Background: an optimization exercise with open tools, aiming at small area, a short achievable clock period and few clock cycles. Do not read the settings as production practice.
Function was checked by simulation only, so behaviour that the tests miss may differ from the original.
Power is estimated from default activity; no workload was simulated.

==> design.v <==
module bace (
    input  wire        clk,
    input  wire        rst,
    input  wire        req_valid,
    input  wire        req_we,
    input  wire [4:0]  req_addr,
    input  wire [31:0] req_wdata,
    output reg         rsp_valid,
    output reg  [31:0] rsp_rdata,
    output wire        irq
);
    localparam integer W     = 32;
    localparam integer LW    = 5;
    localparam integer NMAX  = 1024;
    localparam integer NWMAX = NMAX / W;
    localparam [7:0] E_ILLEGAL      = 8'd1;
    localparam [7:0] E_FULL         = 8'd2;
    localparam [7:0] E_RANGE        = 8'd3;
    localparam [7:0] E_LAGMIN       = 8'd4;
    localparam [7:0] E_INSUFFICIENT = 8'd5;
    localparam [7:0] E_SHORT        = 8'd6;
    localparam [1:0] S_IDLE  = 2'd0;
    localparam [1:0] S_NEXT  = 2'd1;    
    localparam [1:0] S_DIST  = 2'd2;    
    localparam [1:0] S_TRACK = 2'd3;    
    reg         ie_err, ie_swept;
    reg  [7:0]  errcode;
    reg  [31:0] errcmd;
    reg  [15:0] lagmin;
    reg  [31:0] thresh;
    reg  [31:0] sdata;
    reg         zstate, nonfin;
    reg  [10:0] len;
    reg  [W-1:0] mem [0:NWMAX-1];
    reg         edge_f;
    reg  [W-1:0] win;
    reg  [15:0] pos;
    reg  [10:0] widx;
    reg  [LW-1:0] shift;
    reg  [15:0] dist_r, dlag_r;
    reg         dvalid;
    reg  [15:0] best_lag, best_dist;
    reg         found, swept;
    reg         last_bit;
    reg  [1:0]  state;
    reg         sweeping;
    reg  [9:0]  pair;        
    reg  [15:0] acc;         
    wire [5:0]  nwords = (len + W - 1) >> LW;            
    wire [4:0]  kpairs = (nwords >> 1) - 5'd1;           
    wire [10:0] half   = len >> 1;
    wire        done_f = (pos >= {5'd0, half});
    wire        full_f = (len == NMAX);
    wire        errf   = (errcode != 8'd0);
    wire [31:0] status = {23'd0, full_f, swept, found, dvalid, done_f,
                          nonfin, edge_f, zstate, errf};
    assign irq = (ie_err & errf) | (ie_swept & swept);
    function [W-1:0] memrd(input [15:0] j);
        begin
            if (j < NWMAX) memrd = mem[j[LW-1:0]];
            else           memrd = {W{1'b0}};
        end
    endfunction
    reg  [15:0] g_idx;
    reg  [LW-1:0] g_sh;
    wire [W-1:0] g_w0 = memrd(g_idx);
    wire [W-1:0] g_w1 = (g_sh == 0) ? {W{1'b0}} : memrd(g_idx + 16'd1);
    wire [2*W-1:0] g_pair = {g_w1, g_w0};
    wire [W-1:0] g_win = g_pair >> g_sh;
    wire [W-1:0] base_w = memrd({6'd0, pair});
    function [6:0] popcount(input [W-1:0] v);
        integer b;
        begin
            popcount = 7'd0;
            for (b = 0; b < W; b = b + 1)
                popcount = popcount + {6'd0, v[b]};
        end
    endfunction
    wire [6:0] pair_pop = popcount(base_w ^ g_win);
    function is_nan(input [31:0] x);
        is_nan = (x[30:23] == 8'hFF) && (x[22:0] != 23'd0);
    endfunction
    function signed [32:0] ord_key(input [31:0] x);
        ord_key = x[31] ? -$signed({2'b00, x[30:0]}) : $signed({2'b00, x[30:0]});
    endfunction
    function fgt(input [31:0] a, input [31:0] b);
        fgt = !is_nan(a) && !is_nan(b) && (ord_key(a) > ord_key(b));
    endfunction
    function flt(input [31:0] a, input [31:0] b);
        flt = !is_nan(a) && !is_nan(b) && (ord_key(a) < ord_key(b));
    endfunction
    wire enc_hi  = fgt(sdata, thresh);
    wire enc_lo  = flt(sdata, thresh ^ 32'h8000_0000);
    wire enc_bit = enc_hi ? 1'b1 : (enc_lo ? 1'b0 : zstate);
    wire sdata_nonfinite = (sdata[30:23] == 8'hFF);
    wire [31:0] c     = req_wdata;
    wire [7:0]  opc   = c[31:24];
    wire [23:0] arg   = c[23:0];
    wire [15:0] w_idx = arg[23:8];
    wire [7:0]  w_sh  = arg[7:0];
    wire is_nop    = (opc == 8'h00) && (arg == 24'd0);
    wire is_clear  = (opc == 8'h01) && (arg == 24'd0);
    wire is_push   = (opc == 8'h02) && (arg == 24'd0);
    wire is_pushb  = (opc == 8'h03) && (arg[23:1] == 23'd0);
    wire is_window = (opc == 8'h04) && (w_sh < W);
    wire is_seek   = (opc == 8'h05) && (arg[23:16] == 8'd0);
    wire is_step   = (opc == 8'h06) && (arg == 24'd0);
    wire is_sweep  = (opc == 8'h07) && (arg == 24'd0);
    wire cmd_write = req_valid && req_we && (req_addr == 5'd0);
    always @(*) begin
        if (state == S_IDLE) begin
            g_idx = w_idx;
            g_sh  = w_sh[LW-1:0];
        end else begin
            g_idx = {6'd0, pair} + {5'd0, widx};
            g_sh  = shift;
        end
    end
    reg [31:0] rd_val;
    always @(*) begin
        case (req_addr)
            5'd1:  rd_val = {30'd0, ie_swept, ie_err};
            5'd2:  rd_val = status;
            5'd3:  rd_val = {24'd0, errcode};
            5'd4:  rd_val = errcmd;
            5'd5:  rd_val = {16'd0, lagmin};
            5'd6:  rd_val = thresh;
            5'd8:  rd_val = sdata;
            5'd10: rd_val = {21'd0, len};
            5'd11: rd_val = {26'd0, nwords};
            5'd12: rd_val = {16'd0, pos};
            5'd13: rd_val = {21'd0, widx};
            5'd14: rd_val = {27'd0, shift};
            5'd15: rd_val = {16'd0, dist_r};
            5'd16: rd_val = {16'd0, dlag_r};
            5'd17: rd_val = {16'd0, best_lag};
            5'd18: rd_val = {16'd0, best_dist};
            5'd19: rd_val = win;
            5'd21: rd_val = {NMAX[15:0], 8'd0, W[7:0]};
            default: rd_val = 32'd0;
        endcase
    end
    task automatic do_seek(input [15:0] lag);
        begin
            pos       <= lag;
            widx      <= lag[15:LW];
            shift     <= lag[LW-1:0];
            best_lag  <= 16'd0;
            best_dist <= 16'hFFFF;
            found     <= 1'b0;
            dvalid    <= 1'b0;
            swept     <= 1'b0;
        end
    endtask
    task automatic fault(input [7:0] code);
        begin
            errcode <= code;
            errcmd  <= c;
        end
    endtask
    always @(posedge clk) begin
        if (rst) begin
            ie_err    <= 1'b0;
            ie_swept  <= 1'b0;
            errcode   <= 8'd0;
            errcmd    <= 32'd0;
            lagmin    <= 16'd0;
            thresh    <= 32'd0;
            sdata     <= 32'd0;
            zstate    <= 1'b0;
            nonfin    <= 1'b0;
            len       <= 11'd0;
            edge_f    <= 1'b0;
            win       <= {W{1'b0}};
            pos       <= 16'd0;
            widx      <= 11'd0;
            shift     <= {LW{1'b0}};
            dist_r      <= 16'd0;
            dlag_r      <= 16'd0;
            dvalid    <= 1'b0;
            best_lag  <= 16'd0;
            best_dist <= 16'hFFFF;
            found     <= 1'b0;
            swept     <= 1'b0;
            last_bit  <= 1'b0;
            state     <= S_IDLE;
            sweeping  <= 1'b0;
            pair      <= 10'd0;
            acc       <= 16'd0;
            rsp_valid <= 1'b0;
            rsp_rdata <= 32'd0;
        end else begin
            rsp_valid <= 1'b0;
            case (state)
            S_IDLE: begin
                if (req_valid) begin
                    rsp_rdata <= req_we ? 32'd0 : rd_val;
                    rsp_valid <= 1'b1;
                    if (req_we) begin
                        case (req_addr)
                            5'd0: ;   
                            5'd1: begin ie_err <= req_wdata[0]; ie_swept <= req_wdata[1]; end
                            5'd5: lagmin <= req_wdata[15:0];
                            5'd6: thresh <= req_wdata;
                            5'd8: sdata  <= req_wdata;
                            default: ;
                        endcase
                    end
                end
                if (cmd_write) begin
                    if (errf) begin
                        if (c == 32'h0100_0000) begin
                            errcode <= 8'd0; errcmd <= 32'd0;
                            zstate <= 1'b0; nonfin <= 1'b0;
                            len <= 11'd0; edge_f <= 1'b0; win <= {W{1'b0}};
                            pos <= 16'd0; widx <= 11'd0; shift <= {LW{1'b0}};
                            dist_r <= 16'd0; dlag_r <= 16'd0; dvalid <= 1'b0;
                            best_lag <= 16'd0; best_dist <= 16'hFFFF;
                            found <= 1'b0; swept <= 1'b0;
                        end
                    end else if (is_nop) begin
                    end else if (is_clear) begin
                        errcode <= 8'd0; errcmd <= 32'd0;
                        zstate <= 1'b0; nonfin <= 1'b0;
                        len <= 11'd0; edge_f <= 1'b0; win <= {W{1'b0}};
                        pos <= 16'd0; widx <= 11'd0; shift <= {LW{1'b0}};
                        dist_r <= 16'd0; dlag_r <= 16'd0; dvalid <= 1'b0;
                        best_lag <= 16'd0; best_dist <= 16'hFFFF;
                        found <= 1'b0; swept <= 1'b0;
                    end else if (is_push || is_pushb) begin
                        if (full_f) begin
                            fault(E_FULL);
                        end else begin : append
                            reg b;
                            b = is_push ? enc_bit : c[0];
                            if (is_push) begin
                                zstate <= enc_bit;
                                if (sdata_nonfinite) nonfin <= 1'b1;
                            end
                            if (len[LW-1:0] == 0)
                                mem[len[9:LW]] <= {{(W-1){1'b0}}, b};
                            else
                                mem[len[9:LW]] <= (mem[len[9:LW]] & ~(32'd1 << len[LW-1:0]))
                                                | ({31'd0, b} << len[LW-1:0]);
                            if (len != 0 && b != last_bit) edge_f <= 1'b1;
                            last_bit <= b;
                            len   <= len + 11'd1;
                            swept <= 1'b0;
                        end
                    end else if (is_window) begin
                        if ((w_idx >= {10'd0, nwords}) ||
                            (w_sh != 0 && (w_idx + 16'd1) >= {10'd0, nwords}))
                            fault(E_RANGE);
                        else
                            win <= g_win;
                    end else if (is_seek) begin
                        do_seek(arg[15:0]);
                    end else if (is_step) begin
                        if (done_f) begin
                            dvalid <= 1'b0;
                        end else if (nwords < 2) begin
                            fault(E_SHORT);
                        end else begin
                            rsp_valid <= 1'b0;
                            sweeping  <= 1'b0;
                            pair      <= 10'd0;
                            acc       <= 16'd0;
                            state     <= S_DIST;
                        end
                    end else if (is_sweep) begin
                        if (lagmin == 16'd0) begin
                            fault(E_LAGMIN);
                        end else if ({6'd0, len} <= {lagmin, 1'b0}) begin
                            fault(E_INSUFFICIENT);
                        end else if (nwords < 2) begin
                            fault(E_SHORT);
                        end else begin
                            do_seek(lagmin);
                            rsp_valid <= 1'b0;
                            sweeping  <= 1'b1;
                            state     <= S_NEXT;
                        end
                    end else begin
                        fault(E_ILLEGAL);
                    end
                end
            end
            S_NEXT: begin
                if (done_f) begin
                    swept     <= 1'b1;
                    sweeping  <= 1'b0;
                    rsp_valid <= 1'b1;
                    state     <= S_IDLE;
                end else begin
                    pair  <= 10'd0;
                    acc   <= 16'd0;
                    state <= S_DIST;
                end
            end
            S_DIST: begin
                if (pair == {5'd0, kpairs}) begin
                    state <= S_TRACK;
                end else begin
                    acc  <= acc + {9'd0, pair_pop};
                    pair <= pair + 10'd1;
                end
            end
            S_TRACK: begin
                dist_r   <= acc;
                dlag_r   <= pos;
                dvalid <= 1'b1;
                if (acc < best_dist) begin
                    best_dist <= acc;
                    best_lag  <= pos;
                    found     <= 1'b1;
                end
                pos <= pos + 16'd1;
                if (shift == W - 1) begin
                    shift <= {LW{1'b0}};
                    widx  <= widx + 11'd1;
                end else begin
                    shift <= shift + 1'b1;
                end
                if (sweeping) begin
                    state <= S_NEXT;
                end else begin
                    rsp_valid <= 1'b1;
                    state     <= S_IDLE;
                end
            end
            endcase
        end
    end
endmodule
==> run.sh <==
#!/bin/bash
# synth_recipe.tcl (not shown) runs the flow's synth.tcl, then flattens the netlist and writes it again
# the make line also repeats each setting of config.mk as NAME=value (left out here)
make -C /OpenROAD-flow-scripts/flow DESIGN_CONFIG=/design/flow/config.mk WORK_HOME=/design/flow/orfs CLKGATE_MAP_FILE= SYNTH_SCRIPT=/design/flow/synth_recipe.tcl finish
==> config.mk <==
export PLATFORM = sky130hd
export DESIGN_NAME = bace
export DESIGN_NICKNAME = bace
export VERILOG_FILES = /design/flow/design.v
export SDC_FILE = /design/flow/constraint.sdc
export NUM_CORES = 4
export LEC_CHECK = 0
export CAP_MARGIN = 20
export CORE_MARGIN = 2
export CORE_UTILIZATION = 40
export SLEW_MARGIN = 20
==> constraint.sdc <==
create_clock -name core_clock -period 12.0 [get_ports {clk}]
set_input_delay 2.4000 -clock core_clock [delete_from_list [all_inputs] [get_ports {clk}]]
set_output_delay 2.4000 -clock core_clock [all_outputs]
set_load 0.01 [all_outputs]
==> run summary <==
[power groups by stage]
stage,Clock (mW),Combinational (mW),Sequential [mW]
floorplan,0,1.91,5.12
global route,5.30,3.66,5.03
global placement,0,3.29,5.14
CTS,5.12,3.34,5.04
finish,5.08,3.50,5.04
detailed placement,0,3.32,5.14
[metrics by stage]
step,hold slack [ps],TNS [ps],worst slack [ps],instances
after global routing,496,-2.59,-2.59,11200
final,479,0,317,11200
after CTS,477,0,19.3,11100
after global placement,459,-10240,-1260,10800
after detailed placement,458,-10570,-1180,10800
after floorplan,425,0,26.3,7673
[worst max path at each step]
stage,start,endpoint
3_3_place_gp,req_wdata[9],acc[10]
2_1_floorplan,req_wdata[8],acc[10]
3_5_place_dp,req_wdata[9],acc[10]
4_1_cts,req_wdata[9],acc[10]
5_1_grt,req_wdata[8],acc[10]
6_report,req_wdata[8],acc[10]
[flip-flops by register name, indices dropped and copies added, names as in the netlist, 8 cells and up, named ones only]
name / count
win: 32
pos: 16
mem: 1024
rsp_rdata: 32
len: 11
dist_r: 16
dlag_r: 16
thresh: 32
acc: 16
sdata: 32
lagmin: 16
errcode: 8
best_lag: 16
errcmd: 32
best_dist: 16
widx: 11
pair: 10
[Yosys cell counts, types with 19 or more instances]
| library cell | instances |
|---|---|
| sky130_fd_sc_hd__o21a_1 | 24 |
| sky130_fd_sc_hd__a21oi_1 | 320 |
| sky130_fd_sc_hd__a311oi_1 | 86 |
| sky130_fd_sc_hd__nand2b_1 | 46 |
| sky130_fd_sc_hd__a211oi_1 | 90 |
| sky130_fd_sc_hd__ha_1 | 159 |
| sky130_fd_sc_hd__nand4_1 | 52 |
| sky130_fd_sc_hd__nand3_1 | 334 |
| sky130_fd_sc_hd__a31oi_1 | 75 |
| sky130_fd_sc_hd__a211o_1 | 28 |
| sky130_fd_sc_hd__mux2i_1 | 502 |
| sky130_fd_sc_hd__clkbuf_1 | 366 |
| sky130_fd_sc_hd__edfxtp_1 | 1024 |
| sky130_fd_sc_hd__a22oi_1 | 171 |
| sky130_fd_sc_hd__a21o_1 | 49 |
| sky130_fd_sc_hd__inv_1 | 97 |
| sky130_fd_sc_hd__o211ai_1 | 41 |
| sky130_fd_sc_hd__nor2b_1 | 30 |
| sky130_fd_sc_hd__nand2_1 | 957 |
| sky130_fd_sc_hd__o22ai_1 | 38 |
| sky130_fd_sc_hd__buf_1 | 97 |
| sky130_fd_sc_hd__dfxtp_1 | 340 |
| sky130_fd_sc_hd__a221oi_1 | 35 |
| sky130_fd_sc_hd__buf_4 | 51 |
| sky130_fd_sc_hd__nor3_1 | 121 |
| sky130_fd_sc_hd__fa_1 | 27 |
| sky130_fd_sc_hd__xnor2_1 | 104 |
| sky130_fd_sc_hd__xor2_1 | 71 |
| sky130_fd_sc_hd__and3_1 | 118 |
| sky130_fd_sc_hd__o21ai_0 | 158 |
| sky130_fd_sc_hd__or3_1 | 35 |
| sky130_fd_sc_hd__o21ai_1 | 24 |
| sky130_fd_sc_hd__a22o_1 | 40 |
| sky130_fd_sc_hd__mux4_2 | 949 |
| sky130_fd_sc_hd__o31ai_1 | 20 |
| sky130_fd_sc_hd__and2_1 | 50 |
| sky130_fd_sc_hd__o32ai_1 | 19 |
| sky130_fd_sc_hd__mux2_2 | 38 |
| sky130_fd_sc_hd__buf_2 | 145 |
| sky130_fd_sc_hd__nor2_1 | 474 |
[timing repair]
action / 4_1_cts / 5_1_grt
buffers inserted: 0 / 13
pin swaps: 0 / 11
hold endpoints to repair: 0 / 0
setup endpoints to repair: 4 / 10
resized for setup: 7 / 50
gates cloned: 0 / 7
[final cells by class]
cell class	instances	area [um^2]	share of cell area
repair buffers	862	8000	0.0748
clock buffers	200	4220	0.0395
flip-flops and latches	1364	37600	0.352
inverters	101	403	0.00377
well taps	3009	3760	0.0352
diodes	1	2.50	0.0000234
clock inverters	85	1180	0.0111
multi-input cells	5529	51700	0.484
[cells by family after synthesis]
| logic type | after synthesis |
|---|---|
| AOI/OAI and AO/OA | 1361 |
| muxes | 1491 |
| DFF | 1364 |
| and+or+nand+nor | 2315 |
| xor gates and xnor gates | 176 |
| adders and majority gates | 186 |
| buffers and inverters | 780 |
[metal layers]
metal,up-vias,wire length (um)
met5,-,250
met4,22,31600
met3,1267,51400
met2,5890,171000
met1,38800,144000
li1,31100,-
[worst min-delay path: stages (launching register included)]
cell and delay (ps):
sky130_fd_sc_hd__dfxtp_1 320, sky130_fd_sc_hd__inv_1 60, sky130_fd_sc_hd__o21ai_1 60
==> flow_summary.json <==
{
  "whs_endpoint": "edge_f",
  "finalWeightedCongestion": 1.03,
  "internal_power_mw": 9.37,
  "cp.depth": 43,
  "share_clk_of_total_power": 0.373,
  "power.density_cell_area_mw_per_mm2": 127,
  "floorplan.rows": 175,
  "synth_nets": 7900,
  "path_max_fanout": 18,
  "async_reset_ff_frac": 0,
  "p_sw_frac": 0.312,
  "critical_path_buf_inv_count": 13,
  "num_vias": 77000,
  "grtUsageMet2": 0.486,
  "use_met1": 0.424,
  "number_of_search_and_repair_iterations_in_the_first_detailed_routing_pass": 8,
  "cts_num_sinks": 1364,
  "final_net_count": 8243,
  "r2r_start": "widx[1]",
  "critical_path.startpoint_type": "primary input",
  "maxSlewViolCount": 0,
  "area_delta_synth_final_pct": 16.4,
  "clock_skew_ps": 74.6,
  "grt_pass1_vias": 72900,
  "clkSlewWorstSetupHoldPaths_ps": 60,
  "total_overflow_reported_by_the_global_router": 0,
  "clkLatencyLatePin_ps": 880,
  "switching_power_mw": 4.24,
  "final_antenna_net_count": 0,
  "regToRegSetupSlack_ps": 860,
  "worst_r2r_path_depth": 42,
  "global_route.usage.total": 0.330,
  "run_status": "complete, no violations",
  "yosys-mux-area-fraction": 0.293,
  "synth-seq-cells": 1364,
  "drv.max_cap_violation_count": 0,
  "ys_types": 108,
  "grt_use_met3": 0.0975,
  "worst_ir_drop_vdd_mv": 0.135,
  "die-area_mm2": 0.233,
  "hold_path.class": "flop to flop",
  "critPathCaptureType": "flop",
  "most_common_library_cell_in_the_layout_ignoring_fill_and_taps": "sky130_fd_sc_hd__edfxtp_1",
  "dr.first_iter.drc_count": 11400,
  "wirelength_per_cell_um": 35.7,
  "critPathMaxStageDelay_ps": 570,
  "via_per_inst": 6.91,
  "report.final.setup_viol": 0,
  "antenna_found_initial": 10,
  "fin_total_pwr_mw": 13.6,
  "cp_common_cell": "sky130_fd_sc_hd__fa_1",
  "hold_viol": 0,
  "remaining_drc_errors": 0,
  "clock_tree.buffer_depth": 3,
  "grt_max_degree": 111,
  "static-leakage-power_nw": 33.2,
  "ys.flop_type": "sky130_fd_sc_hd__edfxtp_1",
  "yosys.area.top_type_share": 0.335,
  "final.min_clock_period_ps": 11680,
  "count_of_yosys_warnings_during_synthesis": 1,
  "synth-xor-area-share": 0.0169,
  "hpwl_mm": 268,
  "synth_adder_area_share": 0.0276,
  "post-route-cell-area_mm2": 0.107,
  "holdCritStartpoint": "edge_f",
  "max_freq_ghz": 0.0856,
  "slowest_stage": "sky130_fd_sc_hd__fa_1",
  "seqPwrFrac": 0.370,
  "grt.busiest_layer": "met2",
  "crit_required_ps": 12730,
  "synth_top_cells_by_area": "sky130_fd_sc_hd__edfxtp_1 34%, sky130_fd_sc_hd__mux4_2 23%, sky130_fd_sc_hd__dfxtp_1 7.4%, sky130_fd_sc_hd__mux2i_1 5.5%, sky130_fd_sc_hd__nand2_1 3.9%",
  "postSynthAreaPerCell_um2": 12.0,
  "numCtsBuffers": 158,
  "initial_core_util": 0.403,
  "dieHeight_um": 483,
  "standard_cell_core_area_mm2": 0.228,
  "routed_wirelength_mm": 398,
  "synth.yosys.seq_area_share": 0.409,
  "timing.hold.worst_path_depth": 2,
  "filler_cell_count": 20100,
  "grt_first_pass_wirelength_mm": 556,
  "final_core_util": 0.469,
  "r2r_end": "acc[10]",
  "synth_compound_gate_area_share": 0.102,
  "dpl-instance-area_mm2": 0.101,
  "synth_top_area_cell": "sky130_fd_sc_hd__edfxtp_1",
  "holdBufCountCts": 0,
  "cts.htree.levels": 4,
  "tightest_slew_ps": 1140,
  "synth-edff-count": 1024,
  "cts_tree": "done",
  "io_buffer_count": 74,
  "post_route_cells_drive_above_1_share": 0.269,
  "synth_top_family_by_area": "multiplexers",
  "root_buffer": "sky130_fd_sc_hd__clkbuf_16",
  "worst_setup_path_type": "primary input to flop",
  "critical_path.top_delay_family": "adder cells",
  "syn-cell-area_mm2": 0.0918,
  "finalCritPeriodShare": 0.974,
  "crit_arrival_ps": 12420,
  "timing.max_slew.rel_slack": 0.220,
  "dieWidth_um": 483,
  "top_level_ports": 75,
  "most-common-layout-cells": "1024 x sky130_fd_sc_hd__edfxtp_1, 954 x sky130_fd_sc_hd__nand2_1, 949 x sky130_fd_sc_hd__mux4_2, 684 x sky130_fd_sc_hd__buf_4, 480 x sky130_fd_sc_hd__mux2i_1",
  "synth_simple_gate_area_share": 0.114,
  "pwr-share-comb": 0.257,
  "syn_inst": 7673
}
Testbench counts, summed over its fixed seeds: cycles 173,311.

## static timing again, ports no longer ideal
How much do the figures lean on ideal ports? The routed layout below was timed once more, with nothing changed but the port constraints. Step 1: set_driving_cell puts a clkbuf_16 on clk and a buf_2 on each other input, an assumption about the parent block. Step 2, shift: input delay + t, output delay - t, t = (earliest + latest rising clock arrival at the registers) / 2. This alone moves slack from input paths to output paths. Slacks: ideal ports / drivers / drivers and shift; pairs: ideal ports / drivers.
shift t [ns]: 0.939
setup WS [ns]: 0.317 / 0.388 / -0.550
hold WS [ns]: 0.479 / 0.479 / 0.479
slew at the worst register clock pin (ns): 0.08 / 0.08
cell pins on the clock port's net: 1
Met with ideal ports but missed after step 2: setup timing in this run. For this run, drivers alone change the setup slack by +0.071 ns; drivers and shift together by -0.867 ns.
